Background: an optimization exercise with open tools, aiming at small area, a short achievable clock period and few clock cycles. Do not read the settings as production practice. Power is estimated from default activity; no workload was simulated.

==> build 37 <==
==> flow/design.v (excerpt) <==
module tpb_codec (
    input  wire        clk,
    input  wire        rst,         
    input  wire        cmd_valid,
    output wire        cmd_ready,
    input  wire [31:0] cmd_word,
    input  wire [63:0] cmd_opd,
    input  wire [15:0] cmd_flen,
    input  wire        frm_valid,
    output wire        frm_ready,
    input  wire [7:0]  frm_data,
    output wire        rsp_valid,
    output wire [7:0]  rsp_status,
    output wire [63:0] rsp_res
);
clock: 70.0 ns
lec_check: 0
abc_area: 1
cap_margin: 20
core_margin: 2
core_utilization: 40
cts_buf_list: sky130_fd_sc_hd__clkbuf_16
cts_cluster_diameter: 75
cts_cluster_size: 30
slew_margin: 20
synth_hierarchical: 1
standard.sh (not shown) runs the stock make flow with config.mk's settings and CLKGATE_MAP_FILE= SYNTH_SCRIPT=/design/flow/synth_recipe.tcl, a recipe that flattens the netlist after the stock synthesis.
==> flow/flow/run.sh <==
#!/bin/bash
# Layout flow: the standard flow (standard.sh, ORFS) with two settings
# that ORFS reads from the environment:
#  - BUFFER_PORTS_ARGS: the port buffers are sky130_fd_sc_hd__buf_2 cells
#    (every input and output port still gets its own buffer);
#  - CTS_ARGS: the clock tree is built as the standard flow builds it, but
#    without dummy load cells.
# The clock period, the SDC and every other step are the standard flow's.
set -euo pipefail
export BUFFER_PORTS_ARGS="-buffer_cell sky130_fd_sc_hd__buf_2"
export CTS_ARGS="-sink_clustering_enable -repair_clock_nets -dont_use_dummy_load -sink_clustering_size 30 -sink_clustering_max_diameter 75 -buf_list sky130_fd_sc_hd__clkbuf_16"
bash standard.sh > standard.log 2>&1
==> trial 88: changes against build 37 <==
--- a/flow/design.v
+++ b/flow/design.v
@@ -40,17 +40,17 @@
     reg        clr_q;
     reg [3:0]  ccnt;
     reg        in_load;
     reg [7:0]  tk;                  
     reg        fb_v;
     reg [7:0]  fb_d;
     reg        load_ok;
     reg        sp_pend;
-    reg [2:0]  a_op;                
+    reg        sp_wr;
     reg [7:0]  a_idx;
     reg [7:0]  a_dat;
     reg        w_pend;
     reg [7:0]  w_idx;
     reg [7:0]  w_dat;
     reg           busy;
     reg           sysrst_q;         
     reg [2:0]     ecnt;
@@ -90,22 +90,16 @@
     assign err_new[3] = rv_q && rs_q == ST_BAD_ADAPT;
     assign err_new[4] = rv_q && rs_q == ST_UNKNOWN_PKT;
     assign err_new[5] = rv_q && rs_q == ST_BAD_OFFSET;
     assign err_new[6] = rv_q && rs_q == ST_ILLEGAL;
     wire [6:0]  err_eff  = err | err_new;
     wire [7:0] fidx  = tk - 8'd1;                   
     wire       fb_static = (fidx < 8'd12);
     wire       a_static  = (a_idx < 8'd12);
-    wire       sp_rdb    = (a_op == 3'b000);    
-    wire       sp_wr     = (a_op == 3'b001);    
-    wire       sp_tsc    = (a_op == 3'b100);    
-    wire       sp_afc    = (a_op == 3'b101);    
-    wire       sp_clrpcr = (a_op == 3'b111);    
-    wire       sp_clrerr = (a_op == 3'b110);    
     wire [7:0] raddr = w_pend ? w_idx : (fb_v ? fidx : a_idx);
     wire [7:0] rj    = raddr - 8'd12;
     wire [3:0] rring = rj[7:4];
     wire [3:0] rslot = rj[3:0] + dofs;
     wire       at_wr = (rslot == ph);                
     wire       at_rd = (rslot[2:0] == ph[2:0]);      
     wire ld_w  = fb_v & ((fidx == 8'd0) ? (fb_d == 8'h47) : load_ok);
     wire w_go  = w_pend & at_wr & ~clr_q;
@@ -139,28 +133,16 @@
     wire clr_first = clr_q & (ccnt == 4'd0);
     reg [7:0] pn [0:11];
     integer bi;
     always @* begin
         for (bi = 0; bi < 12; bi = bi + 1) begin
             pn[bi] = p[bi];
             if (s_we && saddr[3:0] == bi) pn[bi] = sbus;
         end
-        if (sp_go && sp_tsc) pn[3][7:6] = a_dat[1:0];
-        if (sp_go && sp_afc) pn[3][5:4] = a_dat[1:0];
-        if (sp_go && sp_clrpcr && p[3][5]) begin
-            pn[5][4] = 1'b0;
-            pn[6] = 8'd0; pn[7] = 8'd0; pn[8] = 8'd0;
-            pn[9] = 8'd0; pn[10] = 8'd0; pn[11] = 8'd0;
-        end
-        if (busy && ecnt == 3'd0) begin
-            if (!p[3][5]) pn[3][5:4] = 2'b11;
-            if (p[4] < 8'd7) pn[4] = 8'd7;
-            pn[5][4] = 1'b1;
-        end
         if (div_last) begin
             pn[6]  = base_wr[32:25];
             pn[7]  = base_wr[24:17];
             pn[8]  = base_wr[16:9];
             pn[9]  = base_wr[8:1];
             pn[10] = {base_wr[0], 6'b111111, ext_wr[8]};
             pn[11] = ext_wr[7:0];
         end
@@ -169,16 +151,17 @@
     end
     wire [95:0] p_cur  = {p[11], p[10], p[9], p[8], p[7], p[6], p[5], p[4], p[3], p[2], p[1], p[0]};
     wire [95:0] p_slow = {pn[11], pn[10], pn[9], pn[8], pn[7], pn[6], pn[5], pn[4], pn[3], pn[2], pn[1], pn[0]};
     wire [95:0] p_d;
     wire        o_rv_d;
     wire [3:0]  o_rs_d;
     wire [41:0] o_rr_d;
     wire        L_load, L_slow, L_pcr, L_sysrst;
+    wire [6:0]  err_d;
     wire [9:0]  fm;
     wire [34:0] o;
     wire [37:0] dl;
     tpb_fmt u_fmt (.cmd_word(cmd_word), .cmd_flen(cmd_flen), .fm(fm));
     tpb_opd u_opd (.op(cmd_word[7:0]), .o(o));
     tpb_dec u_dec (.o(o), .fm(fm), .dl(dl));
     assign L_load   = dl[1];
     assign L_slow   = dl[4];
@@ -203,32 +186,32 @@
         .m           (res_m),
         .st_validate (st_validate),
         .cls_unk     (cls_unk),
         .in_load     (in_load),
         .load_done   (in_load & take & (tk == 8'd187)),
         .load_ok     (load_ok),
         .sp_pend     (sp_pend),
         .sp_go       (sp_go),
-        .sp_rdb      (sp_rdb),
-        .sp_clrerr   (sp_clrerr),
-        .err_eff     (err_eff),
+        .sp_wr       (sp_wr),
         .w_pend      (w_pend),
         .rd_byte     (rd_byte),
         .rv_d        (o_rv_d),
         .rs_d        (o_rs_d),
         .rr_d        (o_rr_d)
     );
     tpb_pw u_pw (
         .fire        (fire),
         .dl          (dl),
         .imm         (cmd_word[31:16]),
         .p_cur       (p_cur),
         .p_slow      (p_slow),
-        .p_d         (p_d)
+        .err_eff     (err_eff),
+        .p_d         (p_d),
+        .err_d       (err_d)
     );
     integer rr, pp;
     always @(posedge clk) begin
         for (rr = 0; rr < NR; rr = rr + 1) begin
             for (pp = 0; pp < RL - 1; pp = pp + 1)
                 ring[rr][pp] <= ring[rr][pp + 1];
             if (clr_q || (r_we && rring == rr))
                 ring[rr][RL-1] <= rbus;
@@ -247,17 +230,17 @@
             xq  <= {{DIV_PAD{1'b0}}, cmd_opd};
             rem <= 7'd0;
             ecnt <= 3'd0;
         end
         sp_pend <= sp_pend_d;
         if (!sp_pend) begin
             a_idx <= cmd_word[15:8];
             a_dat <= cmd_word[23:16];
-            a_op  <= {cmd_word[5], cmd_word[4], cmd_word[2]};
+            sp_wr <= cmd_word[2];
         end
         w_pend <= w_pend_d;
         if (!w_pend) begin
             w_idx <= cmd_word[15:8];
             w_dat <= cmd_word[23:16];
         end
         fb_d <= frm_data;
         fb_v <= take & in_load;
@@ -271,20 +254,17 @@
             ccnt <= ccnt + 4'd1;
             if (ccnt == 4'd15) clr_q <= 1'b0;
         end
         if (sysrst_q) begin
             clr_q  <= 1'b1;
             ccnt   <= 4'd0;
             w_pend <= 1'b0;
         end
-        if (sysrst_q || (sp_go && sp_clrerr))
-            err <= 7'd0;
-        else
-            err <= err_eff;
+        err <= err_d;
         rv_q <= o_rv_d;
         rs_q <= o_rs_d;
         rr_q <= o_rr_d;
         crdy_q <= crdy_d;
         frdy_q <= frdy_d;
         if (rst) begin
             ph      <= 4'd0;
             dofs    <= 4'd0;
@@ -416,18 +396,17 @@
     wire pid_ok = fm[8], flen_ok = fm[9];
     wire of0 = o[0] | o[1] | o[2] | o[5] | o[6] | o[7] | o[8] | o[9] | o[10] | o[11] | o[12] | o[13] | o[14] | o[15] | o[17] | o[19] | o[21] | o[23] | o[24] | o[25] | o[26] | o[27] | o[28] | o[29] | o[30] | o[31] | o[32] | o[33] | o[34];
     wire legal = (of0 & f0_ok) | (o[3] & fx_ok) | (o[4] & fx8_ok) | (o[16] & idx_z) |
                  (o[22] & fm4_ok) | ((o[18] | o[20]) & fm2_ok);
     assign dl[0]  = ~legal;
     assign dl[1]  = o[1] & f0_ok & flen_ok;                  
     assign dl[2]  = o[1] & f0_ok & ~flen_ok;                 
     assign dl[3]  = o[2] & f0_ok;                            
-    assign dl[4]  = ((((o[3] & fx_ok) | (o[4] & fx8_ok)) & idx_ok) |
-                     ((o[18] | o[20]) & fm2_ok) | ((o[31] | o[33]) & f0_ok));
+    assign dl[4]  = ((o[3] & fx_ok) | (o[4] & fx8_ok)) & idx_ok;    
     assign dl[5]  = ((o[3] & fx_ok) | (o[4] & fx8_ok)) & ~idx_ok;   
     assign dl[6]  = o[5] & f0_ok;                            
     assign dl[7]  = o[16] & idx_z & pid_ok;                   
     assign dl[8]  = o[16] & idx_z & ~pid_ok;                  
     assign dl[9]  = o[18] & fm2_ok;                           
     assign dl[10] = o[20] & fm2_ok;                           
     assign dl[11] = o[22] & fm4_ok;                           
     assign dl[12] = o[30] & f0_ok;                            
@@ -471,33 +450,31 @@
         ({42{o[21]}} & {38'd0, p3[3:0]}) |
         ({42{o[23]}} & {41'd0, (pid == 13'h1FFF)}) |
         ({42{o[24]}} & {41'd0, has_af}) |
         ({42{o[25]}} & {41'd0, has_pl}) |
         ({42{o[26] & has_af}} & {26'd0, af_win_len, 8'd5}) |
         ({42{o[27] & has_pl}} & {26'd0, pl_len, pl_off}) |
         ({42{o[28]}} & {41'd0, has_pcr}) |
         ({42{o[29] & has_pcr}} & pcr_rd) |
-        ({42{o[32]}} & {28'd0, err_full});
+        ({42{o[32] | o[33]}} & {28'd0, err_full});
 endmodule
 module tpb_rsp (
     input  wire        fire,
     input  wire [37:0] dl,
     input  wire        f0_ok,
     input  wire [41:0] m,
     input  wire [3:0]  st_validate,
     input  wire        cls_unk,
     input  wire        in_load,
     input  wire        load_done,
     input  wire        load_ok,
     input  wire        sp_pend,
     input  wire        sp_go,
-    input  wire        sp_rdb,
-    input  wire        sp_clrerr,
-    input  wire [6:0]  err_eff,
+    input  wire        sp_wr,
     input  wire        w_pend,
     input  wire [7:0]  rd_byte,
     output reg         rv_d,
     output reg  [3:0]  rs_d,
     output reg  [41:0] rr_d
 );
     wire ill = dl[0], L_load = dl[1], L_loadbad = dl[2], L_val = dl[3];
     wire L_slow = dl[4], L_offbad = dl[5], L_cls = dl[6], L_pidbad = dl[8];
@@ -509,18 +486,17 @@
     always @* begin
         if (in_load) begin
             rv_d = load_done;
             rs_d = load_ok ? 4'h0 : 4'h1;
             rr_d = 42'd0;
         end else if (sp_pend) begin
             rv_d = sp_go;
             rs_d = 4'h0;
-            rr_d = ({42{sp_rdb}} & {34'd0, rd_byte}) |
-                   ({42{sp_clrerr}} & {28'd0, err_eff[6], 6'd0, err_eff[5:0], 1'b0});
+            rr_d = sp_wr ? 42'd0 : {34'd0, rd_byte};
         end else begin
             rv_d = fire & ~L_load & ~(L_slow & ~(dl[37] & ~w_pend));
             rs_d = f_st;
             rr_d = {42{f0_ok}} & m;
         end
     end
 endmodule
 module tpb_ctl (
@@ -560,37 +536,52 @@
     assign frdy_d    = (fire & L_load) | (take ? fr_a : fr_b);
 endmodule
 module tpb_pw (
     input  wire        fire,
     input  wire [37:0] dl,
     input  wire [15:0] imm,
     input  wire [95:0] p_cur,
     input  wire [95:0] p_slow,
-    output reg  [95:0] p_d
+    input  wire [6:0]  err_eff,
+    output reg  [95:0] p_d,
+    output wire [6:0]  err_d
 );
     wire has_af = p_cur[29];
     wire [7:0] p4 = p_cur[39:32];
-    wire L_pid = dl[7], L_cc = dl[11];
+    wire L_pid = dl[7], L_tsc = dl[9], L_afc = dl[10], L_cc = dl[11];
+    wire L_pcr = dl[12], L_clrpcr = dl[13] & has_af, L_clrerr = dl[14], L_sysrst = dl[15];
     wire L_tei_s = dl[16], L_tei_c = dl[17], L_pus_s = dl[18], L_pus_c = dl[19];
     wire L_tp_s = dl[20], L_tp_c = dl[21];
+    assign err_d  = (fire & (L_clrerr | L_sysrst)) ? 7'd0 : err_eff;
     always @* begin
         p_d = p_slow;
         if (fire) begin
             if (L_tei_s) p_d[15] = 1'b1;
             if (L_tei_c) p_d[15] = 1'b0;
             if (L_pus_s) p_d[14] = 1'b1;
             if (L_pus_c) p_d[14] = 1'b0;
             if (L_tp_s)  p_d[13] = 1'b1;
             if (L_tp_c)  p_d[13] = 1'b0;
             if (L_pid) begin
                 p_d[12:8]  = imm[12:8];
                 p_d[23:16] = imm[7:0];
             end
+            if (L_tsc) p_d[31:30] = imm[1:0];
+            if (L_afc) p_d[29:28] = imm[1:0];
             if (L_cc)  p_d[27:24] = imm[3:0];
+            if (L_pcr) begin
+                if (!has_af) p_d[29:28] = 2'b11;
+                if (p4 < 8'd7) p_d[39:32] = 8'd7;
+                p_d[44] = 1'b1;
+            end
+            if (L_clrpcr) begin
+                p_d[44]    = 1'b0;
+                p_d[95:48] = 48'd0;
+            end
         end
     end
 endmodule
 module tpb_mul300 (
     input  wire [32:0] base,
     input  wire [8:0]  ext,
     output wire [41:0] res
 );
==> flow/flow/run.sh (replaced) <==
#!/bin/bash
# Layout flow: the standard flow (standard.sh, ORFS) with two settings
# that ORFS reads from the environment:
#  - BUFFER_PORTS_ARGS: the port buffers are sky130_fd_sc_hd__buf_2 cells
#    (every input and output port still gets its own buffer);
#  - CTS_ARGS: the clock tree is built as the standard flow builds it, but
#    without dummy load cells.
# The clock period, the SDC and every other step are the standard flow's.
set -euo pipefail
export BUFFER_PORTS_ARGS="-buffer_cell sky130_fd_sc_hd__buf_2"
export CTS_ARGS="-sink_clustering_enable -repair_clock_nets -dont_use_dummy_load -sink_clustering_size 24 -sink_clustering_max_diameter 60 -buf_list sky130_fd_sc_hd__clkbuf_16"
bash standard.sh > standard.log 2>&1
Settings changed: CORE_UTILIZATION 40 to 60, CTS_CLUSTER_DIAMETER 75 to 60, CTS_CLUSTER_SIZE 30 to 24.
==> results.txt <==
- Between build 37 and trial 88, the lower first-iteration DRC count is in trial 88 (gap 11%, measured against trial 88).
- Of build 37 and trial 88, trial 88 has the higher worst setup slack (gap 20 ps).
- Clock power: trial 88 is larger than build 37 (10%).
- Of build 37 and trial 88, trial 88 has the higher clock-buffer cell count (gap 19).
- Between build 37 and trial 88, the lower via count is in build 37 (gap 1.1%, measured against trial 88).
- In sequential share of layout area, trial 88 and build 37 hardly differ.
- Against trial 88, the power of build 37 is smaller by about 3%.
- In build 37 the cell count is higher than in trial 88, by about 8%.
- In trial 88 the utilization is higher than in build 37, by 22 points.
No run of this note included a check of the RTL's function; only the layout flow was run.

separate check: timing with driven ports:
The results above use ideal ports. As a check the final layouts listed here were re-extracted and re-timed, cells and wires unchanged.
Step 1 sets driving cells, clkbuf_16 on the clock port and buf_2 on the other inputs (assumed; they add their load-dependent delay and slew).
Step 2, shift: input delay + t, output delay - t, t = (earliest + latest rising clock arrival at the registers) / 2. This alone moves slack from input paths to output paths.
Slacks: ideal ports / drivers / drivers and shift; pairs: ideal ports / drivers.
run | shift t [ns] | setup WS [ns] | slew at the worst register clock pin (ns) | pins driven straight from the clock port
build 37 | 0.737 | 54.325 / 54.374 / 53.637 | 0.11 / 0.11 | 1
trial 88 | 0.713 | 54.345 / 54.392 / 53.679 | 0.09 / 0.09 | 1
After both steps every run listed still meets setup and hold. The setup slack of build 37, which loses most, moves by +0.049 ns with the drivers and by -0.688 ns with both steps.
